Context: an optimization exercise on an open-source flow, tuned for small area and a short achievable clock period. The choices shown serve that exercise and are no tape-out recipe. The RTL was checked by simulation tests, not by an equivalence proof against the original design. No activity file was given, so power comes from the tool's default toggle rates.

==> module mf_multiplier, before the edit <==
module mf_multiplier (
    input  wire [7:0] a,
    input  wire [7:0] b,
    output wire [7:0] p,
    output wire [2:0] e,
    output wire       sat,
    output wire       under,
    output wire       s
);
    wire [3:0] esum = {1'b0, a[6:4]} + {1'b0, b[6:4]};
    wire [3:0] eb   = esum - 4'd2;
    assign s     = a[7] ^ b[7];
    assign p     = a[3:0] * b[3:0];
    assign under = (esum < 4'd2);
    assign sat   = (esum >= 4'd9);
    assign e     = eb[2:0];
endmodule
export LEC_CHECK = 0
export CAP_MARGIN = 20
export CORE_MARGIN = 2
export CORE_UTILIZATION = 65
export CTS_BUF_LIST = sky130_fd_sc_hd__clkbuf_8
export SLEW_MARGIN = 20
create_clock -name core_clock -period 15.0 [get_ports {clk}]
standard.sh (not shown) runs the stock make flow with config.mk's settings and CLKGATE_MAP_FILE= SYNTH_SCRIPT=/design/flow/synth_recipe.tcl, a recipe that flattens the netlist after the stock synthesis.
==> flow/flow/run.sh <==
#!/bin/bash
set -euo pipefail
export BUFFER_PORTS_ARGS="-buffer_cell sky130_fd_sc_hd__buf_1"
bash standard.sh SETUP_SLACK_MARGIN=11 finish > standard.log 2>&1
Change:
--- a/flow/design.v
+++ b/flow/design.v
@@ -62,5 +62,9 @@
     wire [3:0] eb   = esum - 4'd2;
     assign s     = a[7] ^ b[7];
-    assign p     = a[3:0] * b[3:0];
+    wire [7:0] p0 = b[0] ? {4'd0, a[3:0]} : 8'd0;
+    wire [7:0] p1 = b[1] ? {3'd0, a[3:0], 1'b0} : 8'd0;
+    wire [7:0] p2 = b[2] ? {2'd0, a[3:0], 2'b0} : 8'd0;
+    wire [7:0] p3 = b[3] ? {1'd0, a[3:0], 3'b0} : 8'd0;
+    assign p     = (p0 + p1) + (p2 + p3);
     assign under = (esum < 4'd2);
     assign sat   = (esum >= 4'd9);
The changed run completed without violations.
Maximum frequency goes up by about 0.9%.
Worst hold slack degrades by 0.0080 ns.
Count of clock-buffer cells in the layout stays the same.
Non-clock buffer count goes down by 2.
Clock skew barely changes.
Cell count goes up by 1.4%.
Routed wire length goes up by about 1.2%.
Area after synthesis goes down by about 1.3%.

minifloat_pipe, a different RTL version from the one above (not shown whole).
Size in the first run: roughly 110 I/O pins, ~0.0060 mm2 of cells after synthesis.
==> module minifloat_pipe, before the edit <==
module minifloat_pipe (
    input  wire        clk,
    input  wire        rst,
    input  wire        in_valid,
    input  wire [4:0]  op,
    input  wire [31:0] a,
    input  wire [31:0] b,
    output wire [31:0] y,
    output reg  [1:0]  st,
    output reg         out_valid
);
    localparam ST_OK      = 2'd0;
    localparam ST_ABSENT  = 2'd1;
    localparam ST_ILLEGAL = 2'd2;
    wire [2:0] dab = a[6:4] - b[6:4];
    wire [2:0] dba = b[6:4] - a[6:4];
    wire       bgt = (b[6:4] > a[6:4]);
    reg [4:0]  op_q;
    reg [31:0] a_q;                  
    reg        swp_q;
    reg [2:0]  d_q;
    reg        v1;
    always @(posedge clk) begin
        if (rst) v1 <= 1'b0;
        else     v1 <= in_valid;
        op_q  <= op;
        a_q   <= {a[31:16], (op[3] && (op[2] || op[0])) ? b[7:0] : a[15:8], a[7:0]};
        swp_q <= bgt;
        d_q   <= bgt ? dba : dab;
    end
    wire [7:0] va = a_q[7:0];
    wire [7:0] vb = a_q[15:8];       
    wire        is_add = (op_q[4:1] == 4'b0110);
    wire [10:0] add_x;
    wire        add_s, add_tie;
    mf_adder u_add (.a(va), .b({vb[7] ^ op_q[0], vb[6:0]}), .swp(swp_q), .d(d_q),
                    .x(add_x), .s(add_s), .tie(add_tie));
    wire [2:0]  add_e = swp_q ? vb[6:4] : va[6:4];
    wire [7:0] mul_p;
    wire [2:0] mul_e;
    wire       mul_sat, mul_under, mul_s;
    mf_multiplier u_mul (.a(va), .b(vb), .p(mul_p), .e(mul_e), .sat(mul_sat),
                         .under(mul_under), .s(mul_s));
    wire [7:0] xfrom_y, afrom_y;
    wire       xfrom_absent;
    mf_converter u_conv (.f(a_q), .exact_y(xfrom_y), .exact_absent(xfrom_absent),
                         .approx_y(afrom_y));
    reg [10:0] o_d;
    reg [2:0]  ne_d;
    reg        nsat_d, rs_d, rz_d;
    reg [1:0]  cls_d, st_d;
    always @* begin
        o_d    = 11'd0;
        ne_d   = 3'd0;
        nsat_d = 1'b0;
        rs_d   = 1'b0;
        rz_d   = 1'b0;
        cls_d  = 2'd1;
        st_d   = ST_OK;
        case (op_q)
            5'd0:  o_d = 11'd0;
            5'd1:  o_d = 11'h21;
            5'd2:  o_d = {3'd0, a_q[16], a_q[10:8], va[3:0]};
            5'd3:  o_d = {10'd0, va[7]};
            5'd4:  o_d = {8'd0, va[6:4]};
            5'd5:  o_d = {7'd0, va[3:0]};
            5'd6:  o_d = {10'd0, va[7]};
            5'd7:  o_d = {10'd0, ~va[7]};
            5'd8:  o_d = (va[6:0] == 7'd0) ? 11'd0 : (va[7] ? 11'hFF : 11'h01);
            5'd9:  o_d = {10'd0, (va == vb)};
            5'd10: begin
                cls_d  = 2'd0;
                o_d    = {1'b0, a_q[9:0]};
                ne_d   = a_q[26:24];
                nsat_d = (a_q[31:24] >= 8'd7) || (a_q[23:10] != 14'd0);
            end
            5'd11: o_d = {3'd0, va ^ 8'h80};
            5'd12, 5'd13: begin
                cls_d  = 2'd0;
                ne_d   = add_e;
                nsat_d = (add_e == 3'd7);
                rs_d   = add_s && !add_tie;
                rz_d   = add_tie;
            end
            5'd14: begin
                cls_d  = 2'd0;
                o_d    = {3'd0, mul_p};
                ne_d   = mul_e;
                nsat_d = mul_sat;
                rs_d   = mul_s;
                rz_d   = mul_under;
            end
            5'd15: begin
                cls_d  = 2'd2;
                o_d    = {3'd0, va};
            end
            5'd16: begin
                if (xfrom_absent) st_d = ST_ABSENT;
                else              o_d  = {3'd0, xfrom_y};
            end
            5'd17: o_d = {3'd0, afrom_y};
            default: st_d = ST_ILLEGAL;
        endcase
    end
    wire [10:0] x_d = is_add ? add_x : o_d;
    reg [10:0] x_q;
    reg [2:0]  ne_q;
    reg        nsat_q, rs_q, rz_q;
    reg [1:0]  cls_q, st2_q;
    reg        v2;
    always @(posedge clk) begin
        if (rst) v2 <= 1'b0;
        else     v2 <= v1;
        x_q    <= x_d;
        ne_q   <= ne_d;
        nsat_q <= nsat_d;
        rs_q   <= rs_d;
        rz_q   <= rz_d;
        cls_q  <= cls_d;
        st2_q  <= st_d;
    end
    wire [6:0] norm_y;
    mf_normalize u_norm (.e_in(ne_q), .sat_in(nsat_q), .m_in(x_q), .y(norm_y));
    wire [11:0] tof_y;
    mf_tof32 u_tof (.v(x_q[7:0]), .y(tof_y));
    reg [7:0]  r_d;
    reg [11:0] h_d;
    always @* begin
        r_d = 8'd0;
        h_d = 12'd0;
        case (cls_q)
            2'd0:    r_d = rz_q ? {rs_q, 7'd0} : {rs_q, norm_y};
            2'd1:    r_d = x_q[7:0];
            default: h_d = tof_y;
        endcase
    end
    reg [7:0]  r_q;
    reg [11:0] h_q;
    always @(posedge clk) begin
        if (rst) out_valid <= 1'b0;
        else     out_valid <= v2;
        r_q <= r_d;
        h_q <= h_d;
        st  <= st2_q;
    end
    assign y = {h_q, 12'd0, r_q};
endmodule
==> flow/config.mk <==
export PLATFORM = sky130hd
export DESIGN_NAME = minifloat_pipe
export DESIGN_NICKNAME = minifloat_pipe
export VERILOG_FILES = /design/flow/design.v
export SDC_FILE = /design/flow/constraint.sdc
export NUM_CORES = 4
export LEC_CHECK = 0
export CAP_MARGIN = 20
export CORE_MARGIN = 2
export CORE_UTILIZATION = 50
export CTS_BUF_LIST = sky130_fd_sc_hd__clkbuf_8
export SLEW_MARGIN = 20
==> flow/constraint.sdc <==
create_clock -name core_clock -period 15.0 [get_ports {clk}]
set_input_delay 3.0000 -clock core_clock [delete_from_list [all_inputs] [get_ports {clk}]]
set_output_delay 3.0000 -clock core_clock [all_outputs]
set_load 0.01 [all_outputs]
Scripts as last shown in full above: flow/flow/run.sh
Next try:
--- a/flow/design.v
+++ b/flow/design.v
@@ -289,24 +289,26 @@
     localparam ST_ILLEGAL = 2'd2;
     wire [2:0] dab = a[6:4] - b[6:4];
     wire [2:0] dba = b[6:4] - a[6:4];
     wire       bgt = (b[6:4] > a[6:4]);
     reg [4:0]  op_q;
-    reg [31:0] a_q;                  
+    reg [31:0] a_q;
+    reg [7:0]  b_q;
     reg        swp_q;
     reg [2:0]  d_q;
     reg        v1;
     always @(posedge clk) begin
         if (rst) v1 <= 1'b0;
         else     v1 <= in_valid;
         op_q  <= op;
-        a_q   <= {a[31:16], (op[3] && (op[2] || op[0])) ? b[7:0] : a[15:8], a[7:0]};
+        a_q   <= a;
+        b_q   <= b[7:0];
         swp_q <= bgt;
         d_q   <= bgt ? dba : dab;
     end
     wire [7:0] va = a_q[7:0];
-    wire [7:0] vb = a_q[15:8];       
+    wire [7:0] vb = b_q;
     wire        is_add = (op_q[4:1] == 4'b0110);
     wire [10:0] add_x;
     wire        add_s, add_tie;
     mf_adder u_add (.a(va), .b({vb[7] ^ op_q[0], vb[6:0]}), .swp(swp_q), .d(d_q),
                     .x(add_x), .s(add_s), .tie(add_tie));
The changed run produced a clean layout.
Register-to-register slack improves by 30 ps.
Power came out lower slightly.
Synthesized cell count increases slightly.
Global-route usage shrinks by 0.80 points.
Count of clock-buffer cells in the layout does not change.
Sequential share of layout area grows by 2.4 points.
Final area hardly moves.
Die area hardly moves.
Sequential power rises by a few percent.
Worst setup slack is worse by 8.7 ps.
First-iteration DRC count rose by a few percent.
Combinational power is lower by a few percent.
Critical path depth stays the same.

==> afterwards: timing with drivers on the ports <==
The results above use ideal ports. As a check the final layouts listed here were re-extracted and re-timed, cells and wires unchanged. Step 1 sets driving cells, clkbuf_16 on the clock port and buf_2 on the other inputs (assumed; they add their load-dependent delay and slew). Step 2 adds t to the input delays and takes it off the output delays; t is the mean of the earliest and latest rising clock arrival at the registers after step 1. Input paths then give back, and output paths get back, about the clock's delay inside the block. a / b / c = no drivers / after step 1 / after step 2; a / b = the first two.
run | t (ns) | setup slack, ns | worst setup path after step 2
the first run of note 1 | 0.399 | 10.996 / 10.996 / 10.624 | input to register
the second run of note 1 | 0.395 | 11.034 / 11.044 / 10.649 | input to register
the first run of note 2 | 0.418 | 11.084 / 11.047 / 10.699 | input to register
the second run of note 2 | 0.417 | 11.075 / 11.038 / 10.685 | input to register
After both steps setup and hold are still met in every run listed. For the second run of note 2, which loses most, drivers alone change the setup slack by -0.037 ns; drivers and shift together by -0.390 ns.
